What follows belongs to an exercise in optimizing a design on an open flow for small area and a short achievable clock period; a production flow would make more cautious choices.
Where RTL was checked, it was by simulation tests only, not by an equivalence proof against the original.
Only the layout flow was run in runs 1 and 2; the RTL was not checked for function there.
Power and IR drop assume default switching activity.

[config.mk]
export PLATFORM = sky130hd
export DESIGN_NAME = kps_core
export DESIGN_NICKNAME = kps_core
export VERILOG_FILES = /design/flow/design.v
export SDC_FILE = /design/flow/constraint.sdc
export NUM_CORES = 4
export LEC_CHECK = 0
export ABC_AREA = 1
export CAP_MARGIN = 20
export CORE_MARGIN = 2
export CORE_UTILIZATION = 40
export SETUP_SLACK_MARGIN = 4.5
export SLEW_MARGIN = 20
export TNS_END_PERCENT = 100
[constraint.sdc]
create_clock -name core_clock -period 8.0 [get_ports {clk}]
set_input_delay 1.6000 -clock core_clock [delete_from_list [all_inputs] [get_ports {clk}]]
set_output_delay 1.6000 -clock core_clock [all_outputs]
set_load 0.01 [all_outputs]
[design.v]
module kps_core #(
    parameter [7:0]  SENTINEL        = 8'hA5,
    parameter [3:0]  P_POS           = 4'b1001,
    parameter [3:0]  P_NEG           = 4'b0110,
    parameter [16:0] INIT_TICKS_FAST = 17'd50,
    parameter [16:0] INIT_TICKS_SLOW = 17'd1000
) (
    input  wire        clk,
    input  wire        rst,           
    input  wire        rx_valid,
    input  wire [39:0] rx_frame,
    output wire        rx_ready,
    input  wire        tick_fast,
    input  wire        tick_slow,
    output wire [3:0]  legs,
    output reg         tx_valid,
    output wire [39:0] tx_frame
);
    localparam [9:0]  DEF_FAST = INIT_TICKS_FAST * 10;
    localparam [13:0] DEF_SLOW = INIT_TICKS_SLOW / 10;
    reg        cmd_ready, rdy;        
    reg        op_set_f, op_set_s, op_start, op_stop, op_rb_f, op_rb_s;
    reg        sel_f, sel_s, tx_ch;   
    reg        set_f, set_s;          
    reg [9:0]  per_f;
    reg [13:0] per_s;
    reg [7:0]  flg_f, flg_s;
    reg        run_mode;
    reg [1:0]  phase;
    reg        stop_req;
    reg        pos, neg;              
    reg        arm_f, arm_s;
    reg [9:1]  cnt_f;                 
    reg [3:0]  pre_s;                 
    reg [13:0] cnt_s;                 
    assign rx_ready = rdy;
    assign legs     = {pos, neg, neg, pos};
    assign tx_frame = {({8{sel_f}} & flg_f) | ({8{sel_s}} & flg_s),
                       2'b00,
                       ({4{sel_s}} & per_s[13:10]),
                       ({10{sel_f}} & per_f) | ({10{sel_s}} & per_s[9:0]),
                       7'h20, tx_ch, SENTINEL};
    wire [3:0]  rx_op  = rx_frame[15:12];
    wire        rx_ch  = rx_frame[8];
    wire [15:0] rx_val = rx_frame[31:16];
    wire        take   = !cmd_ready && rx_valid && rx_frame[7:0] == SENTINEL;
    wire        tk     = take && !rst;
    wire        we_f   = take && rx_op == 4'h1 && !rx_ch;
    wire        we_s   = take && rx_op == 4'h1 &&  rx_ch;
    wire        f_lo = rx_val < 16'd10;
    wire        f_hi = rx_val > 16'd1000;
    wire        s_lo = rx_val == 16'd0;
    wire        s_hi = rx_val > 16'd10000;
    wire [9:0]  new_f = ({10{!f_lo && !f_hi}} & rx_val[9:0]) |
                        ({10{f_lo}} & 10'd10) | ({10{f_hi}} & 10'd1000);
    wire [13:0] new_s = ({14{!s_lo && !s_hi}} & rx_val[13:0]) |
                        ({14{s_lo}} & 14'd1) | ({14{s_hi}} & 14'd10000);
    wire [9:0]  peff_f = set_f ? per_f : DEF_FAST;
    wire [13:0] peff_s = set_s ? per_s : DEF_SLOW;
    wire start_ok = op_start && !run_mode;
    wire run1     = run_mode || start_ok;
    wire stop1    = op_stop || (stop_req && !start_ok);
    wire arm_f1   = (arm_f && !op_set_f) || start_ok;
    wire arm_s1   = (arm_s && !op_set_s) || start_ok;
    wire [9:0]  base_f = {cnt_f, peff_f[0]};
    wire [13:0] base_s = cnt_s;
    wire [3:0]  bpre_s = pre_s;
    wire        lt15   = base_f < 10'd15;
    wire        wrap_s = bpre_s == 4'd9;
    wire        last_s = wrap_s && base_s == 14'd1;
    wire        el_f   = tick_fast && arm_f1 && lt15;
    wire        tk_s   = tick_slow && arm_s1;
    wire        el_s   = tk_s && last_s;
    wire        f_act  = el_f && run1;
    wire        s_act  = el_s && run1;
    wire        sstop  = s_act && stop1;
    wire        rearm  = s_act && !stop1;
    wire [9:0]  dec_f  = base_f - 10'd10;
    wire [9:0]  tck_f  = !arm_f1 ? base_f : lt15 ? peff_f : dec_f;
    reg  [9:0]  n_cnt_f;
    reg  [13:0] n_cnt_s;
    reg  [3:0]  n_pre_s;
    reg  [1:0]  n_phase;
    reg         n_pos, n_neg, n_arm_f;
    always @(*) begin
        if (s_act || !run1) n_cnt_f = peff_f;
        else if (tick_fast) n_cnt_f = tck_f;
        else                n_cnt_f = base_f;
        if (el_s || !run1) begin
            n_cnt_s = peff_s;
            n_pre_s = 4'd0;
        end else if (tk_s) begin
            n_cnt_s = wrap_s ? base_s - 14'd1 : base_s;
            n_pre_s = wrap_s ? 4'd0 : bpre_s + 4'd1;
        end else begin
            n_cnt_s = base_s;
            n_pre_s = bpre_s;
        end
        n_phase = start_ok ? 2'd0 : phase;
        n_pos   = pos;
        n_neg   = neg;
        n_arm_f = arm_f1;
        if (f_act) begin
            case (n_phase)
                2'd0: begin n_pos = 1'b1; n_neg = 1'b0; n_phase = 2'd1; end
                2'd1: begin n_pos = 1'b0; n_neg = 1'b1; n_phase = 2'd2; end
                default: begin n_pos = 1'b0; n_neg = 1'b0; n_arm_f = 1'b0; end
            endcase
        end
        if (s_act) begin
            n_phase = 2'd0;
            if (!stop1) n_arm_f = 1'b1;
        end
    end
    always @(posedge clk) begin
        cmd_ready <= tk;
        rdy       <= !tk;
        op_set_f  <= tk && rx_op == 4'h1 && !rx_ch;
        op_set_s  <= tk && rx_op == 4'h1 &&  rx_ch;
        op_start  <= tk && rx_op == 4'h2;
        op_stop   <= tk && rx_op == 4'h3;
        op_rb_f   <= tk && rx_op == 4'h4 && !rx_ch;
        op_rb_s   <= tk && rx_op == 4'h4 &&  rx_ch;
        tx_valid  <= (op_rb_f || op_rb_s) && !rst;
        sel_f     <= op_rb_f && set_f;
        sel_s     <= op_rb_s && set_s;
        tx_ch     <= op_rb_s;
        if (we_f) begin
            per_f <= new_f;
            flg_f <= rx_frame[39:32];
        end
        if (we_s) begin
            per_s <= new_s;
            flg_s <= rx_frame[39:32];
        end
        cnt_f <= n_cnt_f[9:1];
        cnt_s <= n_cnt_s;
        pre_s <= n_pre_s;
        if (rst) begin
            set_f    <= 1'b0;
            set_s    <= 1'b0;
            run_mode <= 1'b0;
            phase    <= 2'd0;
            stop_req <= 1'b0;
            pos      <= 1'b0;
            neg      <= 1'b0;
            arm_f    <= 1'b0;
            arm_s    <= 1'b0;
        end else begin
            if (we_f) set_f <= 1'b1;
            if (we_s) set_s <= 1'b1;
            run_mode <= run1 && !sstop;
            phase    <= n_phase;
            stop_req <= stop1 && !sstop;
            pos      <= n_pos;
            neg      <= n_neg;
            arm_f    <= n_arm_f;
            arm_s    <= arm_s1 && !sstop;
        end
    end
endmodule
[run.sh]
#!/bin/bash
# synth_recipe.tcl (not shown) runs the flow's synth.tcl, then flattens the netlist and writes it again
# the make line also repeats each setting of config.mk as NAME=value (left out here)
make -C /OpenROAD-flow-scripts/flow DESIGN_CONFIG=/design/flow/config.mk WORK_HOME=/design/flow/orfs CLKGATE_MAP_FILE= SYNTH_SCRIPT=/design/flow/synth_recipe.tcl finish
==> run summary, run 1 <==
initial core utilization = 40.9%
final hold slack = 387 ps
GR Overflow Total = 0
highest metal used = met4
layout cells sized above 1 = 6.47%
HP Start = op_rb_s$_DFF_P_
worst slew pin tran = 720 ps
VDD IR-drop max = 0.117 mV
EDFF count, synth = 63
Reg2Reg Capture Point = cnt_f[7]$_DFFE_PP_
clock sink count = 89
ANT nets after route = 0
DR iter-0 viols = 197
Core ar. = 11400 µm²
synth-to-layout area growth = 21.8%
met2 WL = 5090 µm
Worst Skew = 11.2 ps
row count = 39
fin nets = 664
Place WS = 4420 ps
Wirelength per Cell = 13.7 µm
largest net degree at the start of global routing = 28
DRT Pass-1 Iters = 5
CTS Buffer Depth = 2
DP Cell Count = 745
Die Wd = 112 µm
routed length on met1 = 4790 µm
top cells by count, synth = nand2_1 (135), inv_1 (72), edfxtp_1 (63)
global-route usage over all layers = 17.2%
top cells by area, synth = edfxtp_1 (40%), dfxtp_1 (11%), nand2_1 (11%)
total CTS buffers = 9
Final TNS setup = 0 ps
CP Data Arrival Time = 1730 ps
fmax = 301 MHz
metal3 WL = 395 µm
Worst Setup End Kind = primary output
DRC violations left = 0
Reg-to-Reg Start = cnt_s[1]$_DFFE_PP_
Root Buffer = clkbuf_16
RSZ-0062 raised after global routing = false
synthesized area = 4680 µm²
CP Class = register to primary output
Cell Area, Placed = 5400 µm²
Clock H-tree levels = 3
Layout Utilization = 49.9%
Post-CTS Hold Fix Bufs = 0
initial antenna violation count = 0
Hold Path End = tx_ch$_DFF_P_
latest clock arrival within the worst-skew pair = 340 ps
Slew HR = 51.5%
number of max-cap violations = 0
CTS clk-pin slew, worst paths = 60 ps
final wirelength = 10500 µm
Syn Area/Cell = 8.55 µm²
die area = 12600 µm²
Reg2Reg Setup Slack = 5830 ps
number of global-route vias before repair = 3622
Layout fillers = 1106
synth warn = 1
fin crit period = 3330 ps
post-synth cell types = 34
Seq/Total Area, Yosys = 51.6%
setup violators final = 0
WHS Path Cells = 0
CTS tree = done
chip height = 112 µm
status = finished clean
Port Buffers = 70
R2R cell count = 8
Final WS setup = 4670 ps
post-DP HPWL = 7840 µm
Synth Register Bits = 89
io pins = 91
Synth area leader = edfxtp_1
final hold vios = 0
asr flop ratio synth = 0%
via/cell ratio = 4.84
Main synth FF type = edfxtp_1
first-pass GRT wire length = 17100 µm
Final Cell Area = 5700 µm²
final clock period utilization by the worst path = 41.6%
top-count cell post-synth = nand2_1
Hold Path Class = register to register
WP data required = 6400 ps
vias = 3687
Inserted Diodes = 0
fin cells = 761
RePlAce Congestion = 0.926
PwrDens = 166 nW/µm²
CP startpoint kind = register
max-slew violations = 0
Final Power = 948 µW
Synth Instances = 547
Synth top area share = 40.5%
critical-path maximum fanout = 22
Static Leak = 2.39 nW
## worst max-delay path: stages, from the launching register on
cell	delay, ps
dfxtp_2	590
a22o_1	250
clkdlybuf4s50_1	550
## sequential cells by signal, indices dropped and copies added (netlist names), 2 cells and up
signal / flops
per_s: 14
phase: 2
per_f: 10
pre_s: 4
flg_s: 8
cnt_s: 14
flg_f: 8
cnt_f: 9
## worst max path at each step
stage                        from                 end
floorplan            rx_frame[13]  flg_s[0]$_DFFE_PP_
global placement        tick_slow  cnt_f[6]$_DFFE_PP_
detailed placement      tick_slow  cnt_f[5]$_DFFE_PP_
CTS                 sel_s$_DFF_P_        tx_frame[25]
global route        sel_f$_DFF_P_        tx_frame[21]
finish              sel_s$_DFF_P_        tx_frame[23]
## placed cells by master (no fill, tap or decap), types with 3 or more instances in the layout
cell type / synthesis / layout
dfxtp_1: 26 / 24
inv_1: 72 / 72
nor3_1: 9 / 9
a21oi_1: 6 / 6
conb_1: 2 / 17
nand4_1: 16 / 16
clkdlybuf4s50_1: 0 / 70
o21ai_1: 3 / 4
nand3b_1: 3 / 3
inv_2: 4 / 4
clkbuf_16: 0 / 9
a22o_1: 16 / 16
buf_4: 22 / 3
xnor2_1: 5 / 5
xor2_1: 8 / 8
o21ai_0: 22 / 21
ha_1: 6 / 6
edfxtp_1: 63 / 63
nand3_1: 38 / 38
nor2_2: 4 / 5
nand2_1: 135 / 135
nor2_1: 62 / 61
## timing repair
action | in CTS | in global routing
setup endpoints to repair | 22 | 0
setup buffers | 0 | 0
gates resized for setup | 2 | 0
## layer usage
layer	vias to the layer above	global-route usage, %
met1	1703	21.9
met5	-	0
li1	1881	-
met2	90	29.0
met3	13	2.86
met4	0	7.07
## final cells by class
class	instances	area [µm²]	area share (%)
clock buffers	10	229	4.02
clock inverters	6	67.6	1.19
inverters	77	292	5.12
multi-input cells	363	1790	31.4
flip-flops and latches	89	2410	42.4
well taps	143	179	3.14
repair buffers	73	723	12.7
## kinds of logic after synthesis
kind of cell,count (synthesis),share of synthesized area [%]
AOI/OAI and AO/OA,50,6.85
adders and majority gates,6,1.61
buffers and inverters,110,11.4
and+or+nand+nor,277,26.0
DFF,89,51.6
other,2,0.161
xor gates and xnor gates,13,2.44
## where the power goes
group | leakage [nW] | switching, mW | internal (mW)
Combinational | 1.38 | 0.0193 | 0.0209
Clock | 0.139 | 0.176 | 0.243
Sequential | 0.867 | 0.0000635 | 0.489
Total | 2.39 | 0.195 | 0.753
==> inputs of run 2 (changes only) <==
--- a/config.mk
+++ b/config.mk
@@ -9,6 +9,6 @@
 export CAP_MARGIN = 20
 export CORE_MARGIN = 2
 export CORE_UTILIZATION = 40
-export SETUP_SLACK_MARGIN = 4.5
+export SETUP_SLACK_MARGIN = 4.0
 export SLEW_MARGIN = 20
 export TNS_END_PERCENT = 100
==> run 2 against run 1 <==
Effect of this change:
- still clean
- via count shrank 0.65%
- final cell count is the same
- register-to-register slack is essentially flat
- critical path depth is the same
- critical endpoint unchanged
==> run summary, run 2 <==
status = finished clean
Reg2Reg Setup Slack = 5820 ps (about the same)
Hold Path End = tx_ch$_DFF_P_
asr flop ratio synth = 0% (unchanged)
top-count cell post-synth = nand2_1
final hold vios = 0 (unchanged)
M3 GR Usage = 2.86% (unchanged)
Synth area leader = edfxtp_1
WHS Path Cells = 0 (unchanged)
critical-path maximum fanout = 22 (unchanged)
Worst Setup End Kind = primary output
Seq/Total Area, Yosys = 51.6% (unchanged)
compound-gate portion of the synthesized area = 6.85% (unchanged)
Core ar. = 11400 µm² (unchanged)
total CTS buffers = 9 (unchanged)
Layout fillers = 1103 (-0.27%)
Final TNS setup = 0 ps (unchanged)
fin cells = 761 (unchanged)
io pins = 91 (unchanged)
largest family of logic cells by synthesized area = simple AND/OR/NAND/NOR gates
Synth Register Bits = 89 (unchanged)
Clock H-tree levels = 3 (unchanged)
Reg2Reg Capture Point = cnt_f[7]$_DFFE_PP_
ANT nets after route = 0 (unchanged)
fmax = 278 MHz (-7.5%)
VDD IR-drop max = 0.117 mV (+0.10%)
Slew HR = 48.7% (-2.8 points)
EDFF count, synth = 63 (unchanged)
Root Buffer = clkbuf_16
initial antenna violation count = 0 (unchanged)
post-DP HPWL = 7840 µm (unchanged)
final wirelength = 10400 µm (-0.57%)
max-slew violations = 0 (unchanged)
met1 usage = 22.0% (+0.035 points)
Hold Path Class = register to register
Synth Instances = 547 (unchanged)
CTS tree = done
latest clock arrival within the worst-skew pair = 340 ps (about the same)
GR Overflow Total = 0 (unchanged)
Reg-to-Reg Start = cnt_s[1]$_DFFE_PP_
synthesized area = 4680 µm² (unchanged)
Largest regs = cnt_s (14), per_s (14), per_f (10)
DR iter-0 viols = 181 (-8.1%)
DRT Pass-1 Iters = 5 (unchanged)
CTS clk-pin slew, worst paths = 60 ps (about the same)
Inserted Diodes = 0 (unchanged)
largest net degree at the start of global routing = 28 (unchanged)
synthesized-area fraction occupied by and/or/nand/nor cells = 26.0% (unchanged)
initial core utilization = 40.9% (unchanged)
xor/xnor cell area share of the yosys netlist = 2.44% (unchanged)
Synth top area share = 40.5% (unchanged)
CP cell instances = a22o_1 > clkdlybuf4s50_1
Port Buffers = 70 (unchanged)
fin nets = 664 (unchanged)
CP startpoint kind = register
Worst Skew = 11.3 ps (+0.0798 ps)
PwrDens = 167 nW/µm² (about the same)
commonest cells after routing, fill and taps aside = nand2_1 (135), inv_1 (72), clkdlybuf4s50_1 (70)
CTS Buffer Depth = 2 (unchanged)
mux cell area share after synthesis = 0% (unchanged)
chip height = 112 µm (unchanged)
DP Cell Count = 745 (unchanged)
post-CTS setup buffers = 0 (unchanged)
Post-Synth Adder-Cell Area = 1.61% (unchanged)
CP Data Arrival Time = 2000 ps (+270 ps)
Die Wd = 112 µm (unchanged)
Post-CTS Resized = 0 (-2)
CP max stage delay = 820 ps (+230 ps)
layout cells sized above 1 = 6.15% (-0.32 points)
Wirelength per Cell = 13.7 µm (-0.57%)
setup violators final = 0 (unchanged)
RePlAce Congestion = 0.926 (unchanged)
RSZ-0062 raised after global routing = false
synth warn = 1 (unchanged)
Syn Area/Cell = 8.55 µm² (unchanged)
global-route usage over all layers = 17.2% (about the same)
top cells by count, synth = nand2_1 (135), inv_1 (72), edfxtp_1 (63)
commonest non-fill, non-tap cell in the layout = nand2_1
critical path's slowest cell = dfxtp_1
HP Start = op_rb_s$_DFF_P_
met2 Use GR = 29.0% (-0.080 points)
vias = 3663 (-0.65%)
number of max-cap violations = 0 (unchanged)
number of global-route vias before repair = 3617 (-0.14%)
synth-to-layout area growth = 21.8% (about the same)
post-synth cell types = 34 (unchanged)
row count = 39 (unchanged)
die area = 12600 µm² (unchanged)
R2R cell count = 8 (unchanged)
fin crit period = 3600 ps (+269 ps)
Main synth FF type = edfxtp_1
clock sink count = 89 (unchanged)
WP data required = 6400 ps (about the same)
final clock period utilization by the worst path = 45.0% (+3.4 points)
first-pass GRT wire length = 17100 µm (-0.12%)
gr busiest metal = met2
top cells by area, synth = edfxtp_1 (40%), dfxtp_1 (11%), nand2_1 (11%)
Static Leak = 2.38 nW (about the same)
final hold slack = 383 ps (-3.95 ps)
worst slew pin tran = 769 ps (+48.7 ps)
DRC violations left = 0 (unchanged)
CP Class = register to primary output
via/cell ratio = 4.81 (-0.65%)
Post-CTS Hold Fix Bufs = 0 (unchanged)
## run 2: cell counts after synthesis
No cell type changed its count.
## run 2: final cells by class
class / instances / area (µm²) / area share [%]
tap: 143 / 179 / 3.14
sequential: 89 / 2410 / 42.4
clock buffer: 10 / 229 / 4.02
clock inverter: 6 / 67.6 / 1.19
timing repair buffer: 73 / 723 / 12.7
multi-input combinational: 363 / 1790 / 31.5
inverter: 77 / 292 / 5.12
## run 2: through the flow
step | util, % | area [µm²] | power (mW) | setup slack, ps
after floorplan | - | 4730 | 0.519 | 4640
after global placement | 47.3 | 5400 | 0.538 | 4430
after detailed placement | 47.3 | 5400 | 0.539 | 4420
after CTS | 49.9 | 5690 | 0.958 | 4360
after global routing | 49.9 | 5690 | 0.979 | 4310
final | 49.9 | 5690 | 0.948 | 4400
## run 2: cells by family after synthesis
group / after synthesis
other: 2
buffers and inverters: 110
adders and majority gates: 6
AOI/OAI and AO/OA: 50
and+or+nand+nor: 277
xor gates and xnor gates: 13
DFF: 89
## run 2: worst max-delay path by stage
stage                             start                 end  slack [ps]  cells after the start
final                     sel_s$_DFF_P_        tx_frame[23]        4400                      2
after detailed placement      tick_slow  cnt_f[5]$_DFFE_PP_        4420                      7
after floorplan            rx_frame[13]  flg_s[0]$_DFFE_PP_        4640                      3
after CTS                 sel_s$_DFF_P_        tx_frame[25]        4360                      2
after global routing      sel_s$_DFF_P_        tx_frame[25]        4310                      2
after global placement        tick_slow  cnt_f[6]$_DFFE_PP_        4430                      7
## run 2: critical path: cells and delay by family, from the launching register on
| family | cells | cell delay [ps] |
|---|---|---|
| buffers and inverters | 1 | 550 |
| AOI/OAI and AO/OA | 1 | 290 |
| DFF | 1 | 820 |
## run 2: routing by layer
| layer | part of all wire [%] | wire length (µm) |
|---|---|---|
| met1 | 45 | 4720 |
| met2 | 48 | 5040 |
| met4 | 2.1 | 223 |
| met5 | 0 | 0 |
| met3 | 4.0 | 414 |
## run 2: power by group
group | total, mW | switching (mW) | internal (mW)
logic | 0.0401 | 0.0192 | 0.0209
registers | 0.489 | 0.0000633 | 0.489
clock network | 0.419 | 0.176 | 0.243
==> inputs of run 3 (changes only) <==
--- a/design.v
+++ b/design.v
@@ -18,7 +18,7 @@
 );
     localparam [9:0]  DEF_FAST = INIT_TICKS_FAST * 10;
     localparam [13:0] DEF_SLOW = INIT_TICKS_SLOW / 10;
-    reg        cmd_ready, rdy;        
+    reg        rdy;                   
     reg        op_set_f, op_set_s, op_start, op_stop, op_rb_f, op_rb_s;
     reg        sel_f, sel_s, tx_ch;   
     reg        set_f, set_s;          
@@ -43,7 +43,7 @@
     wire [3:0]  rx_op  = rx_frame[15:12];
     wire        rx_ch  = rx_frame[8];
     wire [15:0] rx_val = rx_frame[31:16];
-    wire        take   = !cmd_ready && rx_valid && rx_frame[7:0] == SENTINEL;
+    wire        take   = rdy && rx_valid && rx_frame[7:0] == SENTINEL;
     wire        tk     = take && !rst;
     wire        we_f   = take && rx_op == 4'h1 && !rx_ch;
     wire        we_s   = take && rx_op == 4'h1 &&  rx_ch;
@@ -113,7 +113,6 @@
         end
     end
     always @(posedge clk) begin
-        cmd_ready <= tk;
         rdy       <= !tk;
         op_set_f  <= tk && rx_op == 4'h1 && !rx_ch;
         op_set_s  <= tk && rx_op == 4'h1 &&  rx_ch;
==> flow/run.sh (new file) <==
#!/bin/bash
# Standard ORFS layout (the standard.sh); the only change is the cell
# buffer_ports uses for the port buffers (buf_1 instead of the delay cell it
# picks by default). Every port still gets its own buffer.
set -euo pipefail
bash standard.sh synth > synth.log 2>&1
bash standard.sh "BUFFER_PORTS_ARGS=-buffer_cell sky130_fd_sc_hd__buf_1" finish > finish.log 2>&1
==> standard.sh (new file) <==
#!/bin/bash
# synth_recipe.tcl (not shown) runs the flow's synth.tcl, then flattens the netlist and writes it again
# the make line also repeats each setting of config.mk as NAME=value (left out here)
make -C /OpenROAD-flow-scripts/flow DESIGN_CONFIG=/design/flow/config.mk WORK_HOME=/design/flow/orfs CLKGATE_MAP_FILE= SYNTH_SCRIPT=/design/flow/synth_recipe.tcl "${@:-finish}"
--- a/config.mk
+++ b/config.mk
@@ -9,6 +9,6 @@
 export CAP_MARGIN = 20
 export CORE_MARGIN = 2
 export CORE_UTILIZATION = 40
-export SETUP_SLACK_MARGIN = 4.0
+export SETUP_SLACK_MARGIN = 5
 export SLEW_MARGIN = 20
 export TNS_END_PERCENT = 100
removed: run.sh
==> run 3 against run 2 <==
Effect of this change:
- still clean on timing, DRC and antenna
- sequential cell count shrank 1
- highest routed layer unchanged
- wire length shrank 5.8%
- setup slack gained 750 ps
==> run summary, run 3 <==
status = finished clean
HP Start = op_rb_s$_DFF_P_
global-route usage over all layers = 16.1% (-1.0 points)
ANT nets after route = 0 (unchanged)
initial antenna violation count = 0 (unchanged)
final hold vios = 0 (unchanged)
EDFF count, synth = 63 (unchanged)
Wirelength per Cell = 12.9 µm (-5.5%)
Synth area leader = edfxtp_1
VDD IR-drop max = 0.0940 mV (-20%)
WHS Path Cells = 0 (unchanged)
Synth Register Bits = 88 (-1.1%)
first-pass GRT wire length = 16300 µm (-4.7%)
Reg2Reg Setup Slack = 5950 ps (+130 ps)
synth-to-layout area growth = 12.2%
top cells by area, synth = edfxtp_1 (41%), dfxtp_1 (11%), nand2_1 (10%)
Clock H-tree levels = 3 (unchanged)
Static Leak = 2.13 nW (-11%)
Synth top area share = 40.5% (+0.054 points)
final clock period utilization by the worst path = 35.5% (-9.4 points)
number of global-route vias before repair = 3546 (-2.0%)
commonest cells after routing, fill and taps aside = nand2_1 (126), buf_1 (70), nor2_1 (66)
CP Data Arrival Time = 1240 ps (-760 ps)
RePlAce Congestion = 0.853 (-7.9%)
GR Overflow Total = 0 (unchanged)
Inserted Diodes = 0 (unchanged)
DRT Pass-1 Iters = 4 (-1)
synthesized area = 4670 µm² (-0.13%)
Core ar. = 11400 µm² (unchanged)
worst slew pin tran = 619 ps (-150 ps)
M3 GR Usage = 2.92% (+0.054 points)
R2R cell count = 7 (-1)
critical-path maximum fanout = 17 (-23%)
Layout fillers = 1134 (+2.8%)
gr busiest metal = met2
CP bufs+invs = 2 (+1)
Largest regs = cnt_s (14), per_s (14), per_f (10)
row count = 39 (unchanged)
Main synth FF type = edfxtp_1
top-count cell post-synth = nand2_1
Final WS setup = 5160 ps (+752 ps)
logic depth of the worst path, buffers included = 3 (+1)
CP delay by family, top = flip-flops
Hold Path Class = register to register
fin crit period = 2840 ps (-752 ps)
Root Buffer = clkbuf_16
met1 usage = 20.8% (-1.2 points)
CP startpoint kind = register
chip height = 112 µm (about the same)
Reg2Reg Capture Point = cnt_f[6]$_DFFE_PP_
Seq/Total Area, Yosys = 51.2% (-0.36 points)
largest family of logic cells by synthesized area = simple AND/OR/NAND/NOR gates
compound-gate portion of the synthesized area = 7.29% (+0.44 points)
Worst Setup End Kind = primary output
io pins = 91 (unchanged)
top cells by count, synth = nand2_1 (127), inv_1 (67), nor2_1 (66)
vias = 3658 (-0.14%)
CP Class = register to primary output
post-CTS setup buffers = 0 (unchanged)
Synth Instances = 546 (-0.18%)
fin nets = 661 (-0.45%)
DR iter-0 viols = 220 (+22%)
commonest non-fill, non-tap cell in the layout = nand2_1
Final TNS setup = 0 ps (unchanged)
WP data required = 6400 ps (about the same)
mux cell area share after synthesis = 0% (unchanged)
Post-CTS Hold Fix Bufs = 0 (unchanged)
total CTS buffers = 9 (unchanged)
latest clock arrival within the worst-skew pair = 340 ps (about the same)
Port Buffers = 70 (unchanged)
met2 Use GR = 27.4% (-1.6 points)
xor/xnor cell area share of the yosys netlist = 2.44% (+0.0033 points)
layout cells sized above 1 = 6.99% (+0.84 points)
largest net degree at the start of global routing = 28 (unchanged)
synth warn = 1 (unchanged)
Reg-to-Reg Start = cnt_s[4]$_DFFE_PP_
CTS Buffer Depth = 2 (unchanged)
Post-Synth Adder-Cell Area = 1.61% (+0.0022 points)
fmax = 352 MHz (+26%)
CP cell instances = inv_1 > o21ai_0 > buf_1
critical path's slowest cell = dfxtp_4
initial core utilization = 40.9% (-0.055 points)
RSZ-0062 raised after global routing = true
CP max stage delay = 470 ps (-350 ps)
synthesized-area fraction occupied by and/or/nand/nor cells = 26.3% (+0.30 points)
Hold Path End = tx_ch$_DFF_P_
clock sink count = 88 (-1.1%)
Die Wd = 112 µm (about the same)
Slew HR = 58.3% (+9.6 points)
post-DP HPWL = 7330 µm (-6.5%)
Worst Skew = 5.41 ps (-5.90 ps)
setup violators final = 0 (unchanged)
via/cell ratio = 4.83 (+0.26%)
asr flop ratio synth = 0% (unchanged)
max-slew violations = 0 (unchanged)
Place WS = 4530 ps (+106 ps)
CTS tree = done
DRC violations left = 0 (unchanged)
Syn Area/Cell = 8.55 µm² (about the same)
final wirelength = 9790 µm (-5.8%)
CTS clk-pin slew, worst paths = 60 ps (about the same)
number of max-cap violations = 0 (unchanged)
post-synth cell types = 34 (unchanged)
PwrDens = 174 nW/µm² (+4.3%)
die area = 12600 µm² (-0.12%)
-- run 3: changes by cell type after synthesis, sizes merged --
cell    previous run  this run
buf               30        29
nand3             40        44
and2               0         1
nand2            138       131
clkbuf             3         4
inv               77        72
nand3b             3         4
nor2              68        73
nand4             16        13
o21ai             27        30
a21oi              6         7
dfxtp             26        25
-- run 3: worst max path at each step --
stage / start / end
3_5_place_dp: rx_frame[12] / flg_s[3]$_DFFE_PP_
2_1_floorplan: rx_frame[4] / flg_s[0]$_DFFE_PP_
3_3_place_gp: rx_frame[12] / flg_s[7]$_DFFE_PP_
6_report: sel_f$_DFF_P_ / tx_frame[22]
4_1_cts: sel_f$_DFF_P_ / tx_frame[22]
5_1_grt: rx_frame[4] / flg_s[3]$_DFFE_PP_
-- run 3: repair_timing --
item / in CTS / in global routing
resized for setup: 4 / 3
hold endpoints to repair: 0 / 0
endpoints found under the setup margin: 62 / 35
-- run 3: worst reg2reg max path, cell delays in order (launching register included) --
cell and delay, ps:
edfxtp_1 460, nor2_2 160, nand2_1 130, nor2_4 170, nand3_4 120, nand2_4 260
inv_4 180, nand2_2 260
-- run 3: report_power, final --
| part | total (mW) | leakage, nW | internal [mW] | switching (mW) |
|---|---|---|---|---|
| logic | 0.0285 | 1.13 | 0.00819 | 0.0203 |
| clock network | 0.398 | 0.135 | 0.216 | 0.182 |
| registers | 0.483 | 0.860 | 0.483 | 0.0000628 |
| total | 0.910 | 2.13 | 0.708 | 0.203 |
-- run 3: stage by stage --
stage	power, mW	area (µm²)	hold WS, ps	cells	utilization [%]
3_3_place_gp	0.521	4930	393	742	43.2
5_1_grt	0.941	5240	409	758	45.9
2_1_floorplan	0.515	4730	351	561	-
6_report	0.910	5240	396	758	45.9
3_5_place_dp	0.522	4930	388	742	43.2
4_1_cts	0.921	5230	398	758	45.8
-- run 3: per-layer routing --
metal	part of all wire, %	wire length [µm]
met5	0	0
met2	48	4670
met4	1.4	142
met3	3.8	373
met1	47	4610
-- run 3: cells by family (layout without fill, tap and decap cells) --
| group | after synthesis | in the layout |
|---|---|---|
| AO/OA/AOI/OAI | 54 | 54 |
| XOR/XNOR | 13 | 13 |
| adder cells (fa/ha/maj) | 6 | 6 |
| buffers and inverters | 105 | 159 |
| flip-flops | 88 | 88 |
| other | 2 | 17 |
| AND/OR/NAND/NOR | 278 | 278 |
-- run 3: area by class of cell --
cell class	instances	area [µm²]	share of cell area, %
multi-input cells	368	1820	34.8
clock buffers	9	225	4.30
inverters	72	280	5.35
repair buffers	71	270	5.16
well taps	143	179	3.42
flip-flops and latches	88	2400	45.8
clock inverters	7	61.3	1.17
==> inputs of run 4 (changes only) <==
==> flow/run.sh (replaced) <==
#!/bin/bash
# Standard ORFS layout (the standard.sh); the only change is the cell
# buffer_ports uses for the port buffers (buf_2 instead of the delay cell it
# picks by default). Every port still gets its own buffer.
set -euo pipefail
bash standard.sh synth > synth.log 2>&1
bash standard.sh "BUFFER_PORTS_ARGS=-buffer_cell sky130_fd_sc_hd__buf_2" finish > finish.log 2>&1
==> run 4 against run 3 <==
Effect of this change:
- via count rose by 2.2%
- non-clock buffer count up 1
- register-to-register slack worse by 190 ps
- clock skew up 1.8 ps
- largest cell class unchanged
==> run summary, run 4 <==
status = finished clean
CTS clk-pin slew, worst paths = 70 ps (about the same)
commonest non-fill, non-tap cell in the layout = nand2_1
Hold Path End = tx_ch$_DFF_P_
CTS Buffer Depth = 2 (unchanged)
max-slew violations = 0 (unchanged)
commonest cells after routing, fill and taps aside = nand2_1 (127), buf_2 (70), nor2_1 (66)
clock sink count = 88 (unchanged)
Core ar. = 11400 µm² (unchanged)
RSZ-0062 raised after global routing = true
final hold vios = 0 (unchanged)
Reg2Reg Capture Point = cnt_f[3]$_DFFE_PP_
post-DP HPWL = 7650 µm (+4.3%)
top cells by area, synth = edfxtp_1 (41%), dfxtp_1 (11%), nand2_1 (10%)
largest net degree at the start of global routing = 28 (unchanged)
DRT Pass-1 Iters = 5 (+1)
Cell Area, Placed = 5020 µm² (+1.8%)
HP Start = op_rb_s$_DFF_P_
final wirelength = 10300 µm (+5.6%)
Clock H-tree levels = 3 (unchanged)
Largest regs = cnt_s (14), per_s (14), per_f (10)
total CTS buffers = 9 (unchanged)
RePlAce Congestion = 0.881 (+3.3%)
Synth Instances = 546 (unchanged)
CP dominant cell by count = nand3_1
final clock period utilization by the worst path = 35.9% (+0.36 points)
top-count cell post-synth = nand2_1
fin crit period = 2870 ps (+29.0 ps)
GR Overflow Total = 0 (unchanged)
initial core utilization = 40.9% (unchanged)
synthesized area = 4670 µm² (unchanged)
Synth area leader = edfxtp_1
setup violators final = 0 (unchanged)
critical-path maximum fanout = 11 (-6)
top cells by count, synth = nand2_1 (127), inv_1 (67), nor2_1 (66)
CP Class = primary input to register
CP startpoint kind = primary input
synth warn = 1 (unchanged)
latest clock arrival within the worst-skew pair = 350 ps (about the same)
VDD IR-drop max = 0.110 mV (+17%)
number of global-route vias before repair = 3580 (+0.96%)
Worst Skew = 7.20 ps (+1.79 ps)
Post-CTS Hold Fix Bufs = 0 (unchanged)
synth-to-layout area growth = 14.8%
Final TNS setup = 0 ps (unchanged)
via/cell ratio = 4.92 (+1.9%)
WHS Path Cells = 0 (unchanged)
row count = 39 (unchanged)
EDFF count, synth = 63 (unchanged)
layout cells sized above 1 = 18.5% (+11 points)
Worst Setup End Kind = register
CTS tree = done
Slew HR = 55.7% (-2.6 points)
io pins = 91 (unchanged)
CP cell instances = buf_2 > nor2_1 > nand3_1 > nor3_1 > nand3_1 > clkinvlp_4
CP bufs+invs = 2 (unchanged)
Synth Register Bits = 88 (unchanged)
worst slew pin tran = 658 ps (+39.0 ps)
Root Buffer = clkbuf_16
Syn Area/Cell = 8.55 µm² (unchanged)
Inserted Diodes = 0 (unchanged)
die area = 12600 µm² (unchanged)
DR iter-0 viols = 251 (+14%)
Seq/Total Area, Yosys = 51.2% (unchanged)
ANT nets after route = 0 (unchanged)
Synth top area share = 40.5% (unchanged)
post-synth cell types = 34 (unchanged)
chip height = 112 µm (unchanged)
Wirelength per Cell = 13.6 µm (+5.4%)
critical path's slowest cell = nand3_1
Static Leak = 2.38 nW (+12%)
initial antenna violation count = 0 (unchanged)
CP max stage delay = 350 ps (-120 ps)
number of max-cap violations = 0 (unchanged)
fin nets = 663 (+0.30%)
PwrDens = 174 nW/µm² (-0.11%)
Reg-to-Reg Start = cnt_s[4]$_DFFE_PP_
global-route usage over all layers = 17.1% (+0.99 points)
Main synth FF type = edfxtp_1
WP data required = 8040 ps (+1640 ps)
Port Buffers = 70 (unchanged)
R2R cell count = 7 (unchanged)
Reg2Reg Setup Slack = 5760 ps (-190 ps)
Hold Path Class = register to register
asr flop ratio synth = 0% (unchanged)
fmax = 348 MHz (-1.0%)
CP Data Arrival Time = 2910 ps (+1670 ps)
Die Wd = 112 µm (unchanged)
Final Cell Area = 5360 µm² (+2.3%)
CP delay by family, top = simple AND/OR/NAND/NOR gates
DRC violations left = 0 (unchanged)
vias = 3739 (+2.2%)
first-pass GRT wire length = 17000 µm (+4.4%)
run 4: cell types whose count changed in the layout (fill, tap and decap cells not counted):
cell,change
inv_8,+2
clkinvlp_4,-1
buf_1,-70
buf_2,+70
buf_12,+1
nand2_2,-1
nand2_1,+1
run 4: worst max-delay path by stage:
stage                  startpoint  cells past startpoint                 end
detailed placement    rx_frame[4]                      6  flg_s[6]$_DFFE_PP_
finish                rx_frame[4]                      6  per_s[2]$_DFFE_PP_
global placement      rx_frame[4]                      6  flg_s[0]$_DFFE_PP_
global route          rx_frame[4]                      6  per_s[2]$_DFFE_PP_
CTS                 sel_f$_DFF_P_                      3        tx_frame[22]
floorplan             rx_frame[4]                      5  flg_s[0]$_DFFE_PP_
run 4: layout make-up:
type	instances	area (µm²)
Sequential cell	88	2400
Timing Repair Buffer	72	378
Tap cell	143	179
Clock buffer	9	225
Clock inverter	7	68.8
Inverter	72	280
Fill cell	1129	6060
Timing Repair inverter	1	7.51
Multi-Input combinational cell	368	1820
run 4: per-layer routing:
layer / track usage (%) / wire length, µm
met5: 0 / 0
met4: 6.59 / 218
met2: 28.5 / 5020
met3: 3.89 / 472
met1: 21.9 / 4640
run 4: power by group:
part	internal, mW	total (mW)	switching (mW)
Clock	0.221	0.415	0.194
Sequential	0.483	0.483	0.0000626
Combinational	0.0109	0.0315	0.0206
run 4: kinds of logic after synthesis:
| family | after synthesis | synth area share (%) |
|---|---|---|
| AND/OR/NAND/NOR | 278 | 26.3 |
| buffers and inverters | 105 | 11.0 |
| flip-flops | 88 | 51.2 |
| AO/OA/AOI/OAI | 54 | 7.29 |
| XOR/XNOR | 13 | 2.44 |
| adder cells (fa/ha/maj) | 6 | 1.61 |
| other | 2 | 0.161 |
run 4: repair_timing:
| item | 4_1_cts | 5_1_grt |
|---|---|---|
| gates cloned | 0 | 1 |
| endpoints found under the setup margin | 62 | 26 |
| pin swaps | 0 | 0 |
| resized for setup | 4 | 3 |
| setup buffers | 0 | 1 |
run 4: per-stage QoR:
step                      worst slack (ps)  hold WS [ps]  cells  power, mW  utilization, %
after floorplan                       5030           351    561      0.515               -
after global placement                4540           391    742      0.524            44.0
after detailed placement              4460           394    742      0.525            44.0
after CTS                             5030           410    758      0.945            46.6
after global routing                  4980           420    760      0.965            46.9
final                                 5130           414    760      0.930            46.9
==> inputs of run 5 (changes only) <==
==> flow/run.sh (replaced) <==
#!/bin/bash
# Standard ORFS layout (the standard.sh) with the standard synthesis; the
# port buffers use buf_1 instead of the delay cell buffer_ports picks by
# default (every port still gets its own buffer), and setup repair aims at a 5.4 ns margin.
set -euo pipefail
bash standard.sh synth > synth.log 2>&1
bash standard.sh "BUFFER_PORTS_ARGS=-buffer_cell sky130_fd_sc_hd__buf_1" SETUP_SLACK_MARGIN=5.4 finish > finish.log 2>&1
==> run 5 against run 4 <==
Effect of this change:
- still clean on timing, DRC and antenna
- sequential power about the same
- maximum frequency up 2.9%
- final cell count grew 1.3%
- critical path depth fell by 3
- clock skew shrank 1.1 ps
- critical path type is now register to primary output
- largest cell class unchanged
- largest power group unchanged
==> run summary, run 5 <==
final hold vios = 0 (unchanged)
Post-Synth Adder-Cell Area = 1.61% (unchanged)
Cell Area, Placed = 4990 µm² (-0.65%)
die area = 12600 µm² (unchanged)
Seq/Total Area, Yosys = 51.2% (unchanged)
post-DP HPWL = 7670 µm (+0.28%)
fin crit period = 2790 ps (-80.5 ps)
initial antenna violation count = 0 (unchanged)
Final Cell Area = 5550 µm² (+3.6%)
DR iter-0 viols = 208 (-17%)
layout cells sized above 1 = 15.0% (-3.5 points)
synthesized-area fraction occupied by and/or/nand/nor cells = 26.3% (unchanged)
top cells by count, synth = nand2_1 (127), inv_1 (67), nor2_1 (66)
CP bufs+invs = 2 (unchanged)
RePlAce Congestion = 0.844 (-4.3%)
ANT nets after route = 0 (unchanged)
CP Class = register to primary output
row count = 39 (unchanged)
CP max stage delay = 380 ps (+30 ps)
GR Overflow Total = 0 (unchanged)
io pins = 91 (unchanged)
Wirelength per Cell = 13.9 µm (+2.2%)
Post-CTS Hold Fix Bufs = 0 (unchanged)
Synth area leader = edfxtp_1
worst slew pin tran = 828 ps (+170 ps)
Hold Path Class = register to register
EDFF count, synth = 63 (unchanged)
CP Data Arrival Time = 1190 ps (-1720 ps)
DRC violations left = 0 (unchanged)
Layout Utilization = 48.6% (+1.7 points)
asr flop ratio synth = 0% (unchanged)
number of global-route vias before repair = 3770 (+5.3%)
Die Wd = 112 µm (unchanged)
fmax = 358 MHz (+2.9%)
VDD IR-drop max = 0.0742 mV (-33%)
Synth Instances = 546 (unchanged)
CTS Buffer Depth = 2 (unchanged)
CTS clk-pin slew, worst paths = 60 ps (about the same)
mux cell area share after synthesis = 0% (unchanged)
Inserted Diodes = 0 (unchanged)
critical path's slowest cell = dfxtp_4
synth-to-layout area growth = 18.9%
synth warn = 1 (unchanged)
total CTS buffers = 9 (unchanged)
Worst Setup End Kind = primary output
synthesized area = 4670 µm² (unchanged)
fin nets = 673 (+1.5%)
commonest cells after routing, fill and taps aside = nand2_1 (123), inv_1 (65), nor2_1 (65)
largest net degree at the start of global routing = 28 (unchanged)
commonest non-fill, non-tap cell in the layout = nand2_1
setup violators final = 0 (unchanged)
clock sink count = 88 (unchanged)
vias = 3724 (-0.40%)
top-count cell post-synth = nand2_1
Syn Area/Cell = 8.55 µm² (unchanged)
Port Buffers = 70 (unchanged)
number of max-cap violations = 0 (unchanged)
Main synth FF type = edfxtp_1
DRT Pass-1 Iters = 4 (-1)
largest family of logic cells by synthesized area = simple AND/OR/NAND/NOR gates
top cells by area, synth = edfxtp_1 (41%), dfxtp_1 (11%), nand2_1 (10%)
Core ar. = 11400 µm² (unchanged)
Largest regs = cnt_s (14), per_s (14), per_f (10)
via/cell ratio = 4.84 (-1.7%)
final clock period utilization by the worst path = 34.9% (-1.0 points)
max-slew violations = 0 (unchanged)
initial core utilization = 40.9% (unchanged)
CTS tree = done
Worst Skew = 6.11 ps (-1.09 ps)
Clock H-tree levels = 3 (unchanged)
critical-path maximum fanout = 10 (-1)
CP delay by family, top = flip-flops
chip height = 112 µm (unchanged)
Synth top area share = 40.5% (unchanged)
Final TNS setup = 0 ps (unchanged)
CP cell instances = buf_12 > a22o_1 > clkbuf_2
first-pass GRT wire length = 17700 µm (+4.1%)
latest clock arrival within the worst-skew pair = 330 ps (-20 ps)
status = finished clean
Root Buffer = clkbuf_16
WP data required = 6400 ps (-1640 ps)
PwrDens = 168 nW/µm² (-3.2%)
compound-gate portion of the synthesized area = 7.29% (unchanged)
CP startpoint kind = register
Static Leak = 2.31 nW (-3.1%)
post-synth cell types = 34 (unchanged)
Synth Register Bits = 88 (unchanged)
xor/xnor cell area share of the yosys netlist = 2.44% (unchanged)
final wirelength = 10700 µm (+3.6%)
RSZ-0062 raised after global routing = true
global-route usage over all layers = 17.4% (+0.31 points)
Slew HR = 44.8% (-11 points)
-- run 5: cell counts after synthesis --
Identical to the previous run, type by type.
-- run 5: metrics by stage --
step,power [mW],worst slack (ps),cells,hold slack [ps]
after floorplan,0.516,5280,561,351
after global placement,0.523,4920,741,371
after detailed placement,0.524,4930,741,375
after CTS,0.939,5190,764,384
after global routing,0.961,5170,770,406
final,0.933,5210,770,380
-- run 5: path summary, 6_finish.rpt --
| path | startpoint | to | slack (ps) | cells past startpoint |
|---|---|---|---|---|
| max | sel_f$_DFF_P_ | tx_frame[35] | 5210 | 3 |
| min | op_rb_s$_DFF_P_ | tx_ch$_DFF_P_ | 380 | 0 |
| max reg2reg | set_f$_SDFFE_PP0P_ | cnt_f[7]$_DFFE_PP_ | 6160 | 7 |
| min reg2reg | op_rb_s$_DFF_P_ | tx_ch$_DFF_P_ | 380 | 0 |
-- run 5: what timing repair did --
item	CTS	global route
buffers inserted	5	4
cloned	2	2
gates resized for setup	24	35
setup endpoints to repair	80	84
pin swaps	3	9
-- run 5: layer usage --
layer	up-vias	wire length (µm)	global-route usage, %
li1	1914	-	-
met1	1714	4820	22.1
met2	79	5270	29.6
met3	17	370	2.48
met4	0	258	8.13
met5	-	0	0
-- run 5: cell families after synthesis --
logic type,count (synthesis)
AND/OR/NAND/NOR,278
buffers and inverters,105
flip-flops,88
AO/OA/AOI/OAI,54
XOR/XNOR,13
adder cells (fa/ha/maj),6
other,2
-- run 5: area by class of cell --
class,count,area (µm²)
clock buffer,10,229
timing repair buffer,79,433
timing repair inverter,3,22.5
fill,1120,5870
inverter,72,283
sequential,88,2400
tap,143,179
multi-input combinational,369,1940
clock inverter,6,66.3
-- run 5: report_power, final --
| group | switching [mW] | internal [mW] |
|---|---|---|
| Combinational | 0.0224 | 0.00998 |
| Clock | 0.173 | 0.243 |
| Sequential | 0.0000652 | 0.483 |
-- run 5: worst register-to-register path, stage by stage (launching register included) --
cell	delay, ps
dfxtp_1	580
nand4_1	160
nand2_1	390
inv_2	180
o21ai_0	110
nand2_1	70
nand2_1	60
nand2_1	50
==> inputs of run 6 (changes only) <==
==> flow/run.sh (replaced) <==
#!/bin/bash
# Standard ORFS layout (the standard.sh) with the standard synthesis; the
# port buffers use buf_1 instead of the delay cell buffer_ports picks by
# default (every port still gets its own buffer).
set -euo pipefail
bash standard.sh synth > synth.log 2>&1
bash standard.sh "BUFFER_PORTS_ARGS=-buffer_cell sky130_fd_sc_hd__buf_1"  finish > finish.log 2>&1
--- a/config.mk
+++ b/config.mk
@@ -5,10 +5,10 @@
 export SDC_FILE = /design/flow/constraint.sdc
 export NUM_CORES = 4
 export LEC_CHECK = 0
-export ABC_AREA = 1
 export CAP_MARGIN = 20
 export CORE_MARGIN = 2
 export CORE_UTILIZATION = 40
+export CTS_BUF_LIST = sky130_fd_sc_hd__clkbuf_8
 export SETUP_SLACK_MARGIN = 5
 export SLEW_MARGIN = 20
 export TNS_END_PERCENT = 100
==> run 6 against run 5 <==
Effect of this change:
- combinational power fell by 19%
- critical path depth rose by 3
- cell area fell by 9.6%
- sequential power barely moved
- utilization fell by 2.5 points
- worst hold slack improved by 5.4 ps
- wire length fell by 13%
- register-to-register slack got worse by 360 ps
- largest cell class unchanged
- via count fell by 18%
- still clean on timing, DRC and antenna
- critical path type is now primary input to register
- final cell count fell by 21%
- global-route usage fell by 1.4 points
- sequential cell count did not move
==> run summary, run 6 <==
initial core utilization = 41.1% (+0.23 points)
critical-path maximum fanout = 8 (-2)
Root Buffer = clkbuf_8
asr flop ratio synth = 0% (unchanged)
Core ar. = 10900 µm² (-4.6%)
commonest non-fill, non-tap cell in the layout = buf_1
Largest regs = cnt_s (14), per_s (14), per_f (10)
die area = 12100 µm² (-4.0%)
Wirelength per Cell = 15.4 µm (+11%)
io pins = 91 (unchanged)
vias = 3040 (-18%)
Reg2Reg Setup Slack = 5800 ps (-360 ps)
top cells by count, synth = edfxtp_1 (63), nand2_1 (34), dfxtp_1 (25)
CP max stage delay = 550 ps (+170 ps)
DRC violations left = 0 (unchanged)
Setup crit start = rx_frame[29]
total CTS buffers = 9 (unchanged)
critical path's slowest cell = or4_1
CTS tree = done
power share of the combinational group = 3.4% (about the same)
VDD IR-drop max = 0.104 mV (+41%)
Seq/Total Area, Yosys = 53.4% (+2.2 points)
Synth Register Bits = 88 (unchanged)
CP cell instances = buf_1 > nor3_4 > inv_2 > or4_1 > nand3b_4 > or2_1
Worst setup endpoint = per_f[3]$_DFFE_PP_
DR iter-0 viols = 127 (-39%)
via/cell ratio = 5.02 (+3.9%)
R2R cell count = 6 (-1)
final clock period utilization by the worst path = 36.9% (+2.0 points)
fmax = 339 MHz (-5.4%)
Main synth FF type = edfxtp_1
synth warn = 1 (unchanged)
RePlAce Congestion = 0.783 (-7.1%)
Final TNS setup = 0 ps (unchanged)
clock sink count = 88 (unchanged)
largest net degree at the start of global routing = 25 (-11%)
Clock Power Share = 34.4% (-10 points)
Final WS setup = 5050 ps (-160 ps)
fin cells = 605 (-21%)
Worst Setup End Kind = register
top-count cell post-synth = edfxtp_1
Worst Skew = 10.9 ps (+4.83 ps)
Inserted Diodes = 0 (unchanged)
chip height = 110 µm (-2.0%)
layout cells sized above 1 = 11.2% (-3.8 points)
Synth area leader = edfxtp_1
initial antenna violation count = 0 (unchanged)
met1 usage = 19.5% (-2.6 points)
first-pass GRT wire length = 14500 µm (-18%)
number of max-cap violations = 0 (unchanged)
CP delay by family, top = simple AND/OR/NAND/NOR gates
gr busiest metal = met2
Reg-to-Reg Start = cnt_s[1]$_DFFE_PP_
synth-to-layout area growth = 12.1%
number of global-route vias before repair = 2975 (-21%)
max-slew violations = 0 (unchanged)
post-DP HPWL = 6670 µm (-13%)
net switching power = 168 µW (-14%)
Reg power frac = 62.2% (+10 points)
CP Data Arrival Time = 3070 ps (+1880 ps)
worst slew pin tran = 794 ps (-33.5 ps)
final hold vios = 0 (unchanged)
setup violators final = 0 (unchanged)
CP Class = primary input to register
CTS Buffer Depth = 2 (unchanged)
EDFF count, synth = 63 (unchanged)
Clock H-tree levels = 3 (unchanged)
area of the multi-input gates = 1910 µm² (-1.6%)
ANT nets after route = 0 (unchanged)
fin crit period = 2950 ps (+160 ps)
Layout fillers = 1033 (-7.8%)
design internal power = 609 µW (-17%)
Reg2Reg Capture Point = cnt_s[6]$_DFFE_PP_
final wirelength = 9320 µm (-13%)
Post-CTS Hold Fix Bufs = 0 (unchanged)
Switching Fraction = 21.6% (+0.57 points)
Static Leak = 1.81 nW (-21%)
RSZ-0062 raised after global routing = false
post-synth cell types = 61 (+79%)
Place WS = 4410 ps (-524 ps)
M3 GR Usage = 2.25% (-0.23 points)
CP bufs+invs = 2 (unchanged)
GR Overflow Total = 0 (unchanged)
Synth top area share = 42.2% (+1.7 points)
commonest cells after routing, fill and taps aside = buf_1 (70), edfxtp_1 (63), nand2_1 (34)
status = finished clean
synthesized area = 4480 µm² (-4.1%)
Synth Instances = 393 (-28%)
WP data required = 8110 ps (+1710 ps)
global-route usage over all layers = 16.0% (-1.4 points)
Hold Path Class = register to register
Syn Area/Cell = 11.4 µm² (+33%)
CP startpoint kind = primary input
DP Cell Count = 582 (-21%)
top cells by area, synth = edfxtp_1 (42%), dfxtp_1 (11%), mux2i_1 (4.2%)
latest clock arrival within the worst-skew pair = 350 ps (+20 ps)
row count = 38 (-2.6%)
Slew HR = 46.9% (+2.0 points)
CTS clk-pin slew, worst paths = 90 ps (+30 ps)
PwrDens = 155 nW/µm² (-7.9%)
DRT Pass-1 Iters = 4 (unchanged)
met2 Use GR = 28.1% (-1.5 points)
Die Wd = 110 µm (-2.0%)
logic depth of the worst path, buffers included = 6 (+3)
Storage cell area = 2400 µm² (unchanged)
fin nets = 511 (-24%)
Port Buffers = 70 (unchanged)
==> run 6: changes by cell type after synthesis, sizes merged, moves of 8 or more <==
cell,change
and2,+15
inv,-57
mux2i,+19
nand2,-97
nand3,-39
nand4,-10
nor2,-49
nor2b,+10
o21ai,-19
xnor2,+8
==> run 6: final cells by class <==
class	instances	area share [%]
clock buffer	10	2.74
inverter	15	1.12
timing repair buffer	75	6.23
tap	140	3.49
multi-input combinational	271	38.0
sequential	88	47.8
clock inverter	6	0.623
==> run 6: worst min-delay path by stage <==
stage | start | end | slack (ps) | cells after the start
global route | op_rb_s$_DFF_P_ | tx_ch$_DFF_P_ | 410 | 0
global placement | op_rb_s$_DFF_P_ | tx_ch$_DFF_P_ | 370 | 0
detailed placement | op_rb_s$_DFF_P_ | tx_ch$_DFF_P_ | 370 | 0
CTS | op_rb_s$_DFF_P_ | tx_ch$_DFF_P_ | 380 | 0
floorplan | op_rb_s$_DFF_P_ | tx_ch$_DFF_P_ | 340 | 0
finish | op_rb_s$_DFF_P_ | tx_ch$_DFF_P_ | 380 | 0
==> run 6: stage by stage <==
stage,power (mW),area [µm²],utilization [%],hold WS [ps]
2_1_floorplan,0.512,4570,-,345
3_3_place_gp,0.519,4770,43.8,374
3_5_place_dp,0.520,4770,43.8,369
4_1_cts,0.784,5000,45.9,384
5_1_grt,0.805,5020,46.1,409
6_report,0.777,5020,46.1,385
==> run 6: logic make-up (layout without fill, tap and decap cells) <==
| logic type | after synthesis | in the layout | synth area share, % |
|---|---|---|---|
| AOI/OAI and AO/OA | 57 | 58 | 9.64 |
| xor gates and xnor gates | 21 | 21 | 4.11 |
| adders and majority gates | 6 | 6 | 1.68 |
| buffers and inverters | 51 | 106 | 6.65 |
| DFF | 88 | 88 | 53.4 |
| muxes | 19 | 19 | 4.25 |
| other | 2 | 17 | 0.168 |
| and+or+nand+nor | 149 | 150 | 20.1 |
==> run 6: per-layer routing <==
layer / share of wire [%] / vias up
li1: - / 1506
met3: 3.1 / 16
met2: 49 / 71
met4: 2.3 / 0
met1: 45 / 1447
met5: 0 / -
==> run 6: power groups by stage <==
stage	logic, mW	registers [mW]	clock network [mW]
after floorplan	0.0175	0.494	0
after global placement	0.0248	0.494	0
after detailed placement	0.0256	0.494	0
after CTS	0.0262	0.483	0.275
after global routing	0.0297	0.483	0.292
final	0.0262	0.483	0.267
==> run 6: timing repair <==
action | 4_1_cts | 5_1_grt
endpoints found under the setup margin | 64 | 22
gates resized for setup | 4 | 2
setup buffers | 5 | 0
pin swaps | 3 | 1
gates cloned | 1 | 1
==> run 6: worst register-to-register path, stage by stage (launching register included) <==
cell,delay [ps]
edfxtp_1,390
inv_1,120
ha_1,190
nor4b_2,470
a31oi_2,390
nor3b_1,290
a21oi_1,60
==> inputs of run 7 (changes only) <==
--- a/config.mk
+++ b/config.mk
@@ -5,6 +5,7 @@
 export SDC_FILE = /design/flow/constraint.sdc
 export NUM_CORES = 4
 export LEC_CHECK = 0
+export ABC_AREA = 1
 export CAP_MARGIN = 20
 export CORE_MARGIN = 2
 export CORE_UTILIZATION = 40
==> run 7 against run 6 <==
Effect of this change:
- clock skew is essentially flat
- die area grew 4.1%
- setup slack gained 84 ps
- sequential cell count is the same
- count of clock-buffer cells in the layout shrank 1
- global-route usage grew 0.22 points
==> run summary, run 7 <==
Cell Area, Placed = 4930 µm² (+3.5%)
Final Cell Area = 5160 µm² (+2.7%)
clock sink count = 88 (unchanged)
highest metal used = met4
PwrDens = 156 nW/µm² (+0.92%)
fmax = 349 MHz (+2.9%)
Layout fillers = 1152 (+12%)
final hold vios = 0 (unchanged)
largest net degree at the start of global routing = 28 (+12%)
critical path's slowest cell = dfxtp_4
critical-path maximum fanout = 7 (-1)
total CTS buffers = 9 (unchanged)
CP bufs+invs = 2 (unchanged)
initial antenna violation count = 0 (unchanged)
latest clock arrival within the worst-skew pair = 370 ps (+20 ps)
post-synth cell types = 34 (-44%)
metal3 WL = 508 µm (+78%)
top cells by count, synth = nand2_1 (127), inv_1 (67), nor2_1 (66)
Wirelength per Cell = 12.9 µm (-16%)
Slew HR = 58.3% (+11 points)
Hold Path End = tx_ch$_DFF_P_
top cells by area, synth = edfxtp_1 (41%), dfxtp_1 (11%), nand2_1 (10%)
area of the multi-input gates = 1820 µm² (-4.5%)
Reg-to-Reg Start = cnt_s[4]$_DFFE_PP_
asr flop ratio synth = 0% (unchanged)
CP startpoint kind = register
fin crit period = 2870 ps (-83.9 ps)
Reg2Reg Setup Slack = 5770 ps (-30 ps)
Hold Path Class = register to register
global-route usage over all layers = 16.3% (+0.22 points)
R2R cell count = 7 (+1)
DRT Pass-1 Iters = 5 (+1)
Synth Instances = 546 (+39%)
Worst Skew = 11.0 ps (+0.0511 ps)
Seq/Total Area, Yosys = 51.2% (-2.2 points)
final wirelength = 9820 µm (+5.3%)
HP Start = op_rb_s$_DFF_P_
max-slew violations = 0 (unchanged)
Die Wd = 112 µm (+2.0%)
Reg2Reg Capture Point = cnt_f[3]$_DFFE_PP_
WHS Path Cells = 0 (unchanged)
Core ar. = 11400 µm² (+4.9%)
first-pass GRT wire length = 16200 µm (+12%)
GR Overflow Total = 0 (unchanged)
initial core utilization = 40.9% (-0.23 points)
chip height = 112 µm (+2.0%)
Worst Setup End Kind = primary output
Synth area leader = edfxtp_1
Clock H-tree levels = 3 (unchanged)
RePlAce Congestion = 0.853 (+8.8%)
CP max stage delay = 380 ps (-170 ps)
CP delay by family, top = flip-flops
ANT nets after route = 0 (unchanged)
vias = 3672 (+21%)
via/cell ratio = 4.83 (-4.0%)
Final TNS setup = 0 ps (unchanged)
setup violators final = 0 (unchanged)
worst slew pin tran = 619 ps (-175 ps)
die area = 12600 µm² (+4.1%)
CTS Buffer Depth = 2 (unchanged)
Largest regs = cnt_s (14), per_s (14), per_f (10)
final hold slack = 398 ps (+12.7 ps)
Port Buffers = 70 (unchanged)
Place WS = 4530 ps (+117 ps)
Synth top area share = 40.5% (-1.7 points)
synth warn = 1 (unchanged)
commonest non-fill, non-tap cell in the layout = nand2_1
top-count cell post-synth = nand2_1
number of max-cap violations = 0 (unchanged)
post-DP HPWL = 7330 µm (+10%)
layout cells sized above 1 = 7.28% (-3.9 points)
commonest cells after routing, fill and taps aside = nand2_1 (127), buf_1 (70), nor2_1 (66)
Root Buffer = clkbuf_8
RSZ-0062 raised after global routing = false
CTS tree = done
status = finished clean
fin nets = 664 (+30%)
CP Class = register to primary output
io pins = 91 (unchanged)
CP Data Arrival Time = 1270 ps (-1800 ps)
VDD IR-drop max = 0.0858 mV (-18%)
logic depth of the worst path, buffers included = 3 (-3)
Synth Register Bits = 88 (unchanged)
number of global-route vias before repair = 3486 (+17%)
Main synth FF type = edfxtp_1
fin cells = 761 (+26%)
Inserted Diodes = 0 (unchanged)
Final WS setup = 5130 ps (+83.9 ps)
DP Cell Count = 742 (+27%)
row count = 39 (+2.6%)
DRC violations left = 0 (unchanged)
CP cell instances = buf_4 > a22o_1 > buf_1
met2 WL = 4640 µm (+0.67%)
EDFF count, synth = 63 (unchanged)
routed length on met1 = 4490 µm (+6.9%)
synthesized area = 4670 µm² (+4.3%)
Storage cell area = 2400 µm² (unchanged)
Static Leak = 2.10 nW (+15%)
DR iter-0 viols = 233 (+83%)
synth-to-layout area growth = 10.5%
Post-CTS Hold Fix Bufs = 0 (unchanged)
CTS clk-pin slew, worst paths = 90 ps (about the same)
final clock period utilization by the worst path = 35.9% (-1.0 points)
WP data required = 6400 ps (-1710 ps)
Syn Area/Cell = 8.55 µm² (-25%)
run 7: cell types whose count changed in the layout (fill, tap and decap cells not counted), moves of 15 or more:
cell,change
and2_1,-15
nand2_1,+93
mux2i_1,-19
inv_1,+48
nor2_1,+44
nand3_1,+37
run 7: report_power, final:
| part | leakage (nW) | internal (mW) | switching (mW) | total (mW) |
|---|---|---|---|---|
| registers | 0.860 | 0.483 | 0.0000627 | 0.483 |
| logic | 1.15 | 0.00818 | 0.0203 | 0.0285 |
| clock network | 0.0888 | 0.119 | 0.175 | 0.294 |
run 7: layout make-up:
| cell class | instances | area share (%) |
|---|---|---|
| clock buffers | 9 | 2.40 |
| clock inverters | 7 | 1.19 |
| inverters | 72 | 5.43 |
| multi-input cells | 368 | 35.3 |
| flip-flops and latches | 88 | 46.5 |
| well taps | 143 | 3.47 |
| repair buffers | 74 | 5.68 |
run 7: how the worst max path moves through the flow:
| stage | from | to | slack, ps |
|---|---|---|---|
| 3_3_place_gp | rx_frame[12] | flg_s[7]$_DFFE_PP_ | 4540 |
| 6_report | sel_f$_DFF_P_ | tx_frame[38] | 5130 |
| 3_5_place_dp | rx_frame[12] | flg_s[3]$_DFFE_PP_ | 4530 |
| 5_1_grt | rx_frame[4] | flg_s[3]$_DFFE_PP_ | 5010 |
| 4_1_cts | sel_s$_DFF_P_ | tx_frame[22] | 5000 |
| 2_1_floorplan | rx_frame[4] | flg_s[0]$_DFFE_PP_ | 5030 |
run 7: stage by stage:
step,power [mW],util [%]
after floorplan,0.515,-
after global placement,0.521,43.2
after detailed placement,0.522,43.2
after CTS,0.813,44.9
after global routing,0.831,45.2
final,0.805,45.2
run 7: what timing repair did:
item / in CTS / in global routing
setup buffers: 0 / 3
endpoints found under the setup margin: 44 / 39
resized for setup: 4 / 2
run 7: cells by family after synthesis:
logic type / Yosys count / share of synthesized area [%]
AND/OR/NAND/NOR: 278 / 26.3
buffers and inverters: 105 / 11.0
flip-flops: 88 / 51.2
AO/OA/AOI/OAI: 54 / 7.29
XOR/XNOR: 13 / 2.44
adder cells (fa/ha/maj): 6 / 1.61
other: 2 / 0.161
run 7: worst reg2reg max path, stage by stage, from the launching register on:
cell	delay, ps
edfxtp_1	480
nor2_2	160
nand2_1	130
nor2_4	170
nand3_4	120
nand2_4	260
inv_4	180
nand2_1	380
run 7: metal layers:
metal | vias to the layer above | global-route usage (%)
li1 | 1886 | -
met1 | 1679 | 20.9
met2 | 97 | 27.0
met3 | 10 | 3.24
met4 | 0 | 6.83
met5 | - | 0

-- static timing again, ports no longer ideal --
How much do the figures lean on ideal ports? The routed layouts below were timed once more, with nothing changed but the port constraints.
Step 1 assumes that a clkbuf_16 drives the clock port and a buf_2 every other input.
Step 2 times the ports against the registers' clock, not the clock port: input delays grow and output delays shrink by t, the midpoint of the rising clock arrivals with the driver on.
a / b / c = ideal / step 1 / step 2; a / b = the first two.
run | t, ns | setup slack, ns | worst data-port slew with drivers (ns)
run 1 | 0.372 | 4.673 / 4.634 / 4.437 | 0.05
run 2 | 0.372 | 4.404 / 4.365 / 4.435 | 0.05
run 3 | 0.370 | 5.156 / 5.121 / 4.802 | 0.03
run 4 | 0.382 | 5.127 / 5.144 / 4.763 | 0.03
run 5 | 0.367 | 5.208 / 5.171 / 5.051 | 0.04
run 6 | 0.379 | 5.048 / 5.058 / 4.680 | 0.03
run 7 | 0.400 | 5.132 / 5.096 / 4.773 | 0.04
After both steps every run listed still meets setup and hold. The setup slack of run 6, which loses most, moves by +0.010 ns with the drivers and by -0.368 ns with both steps.
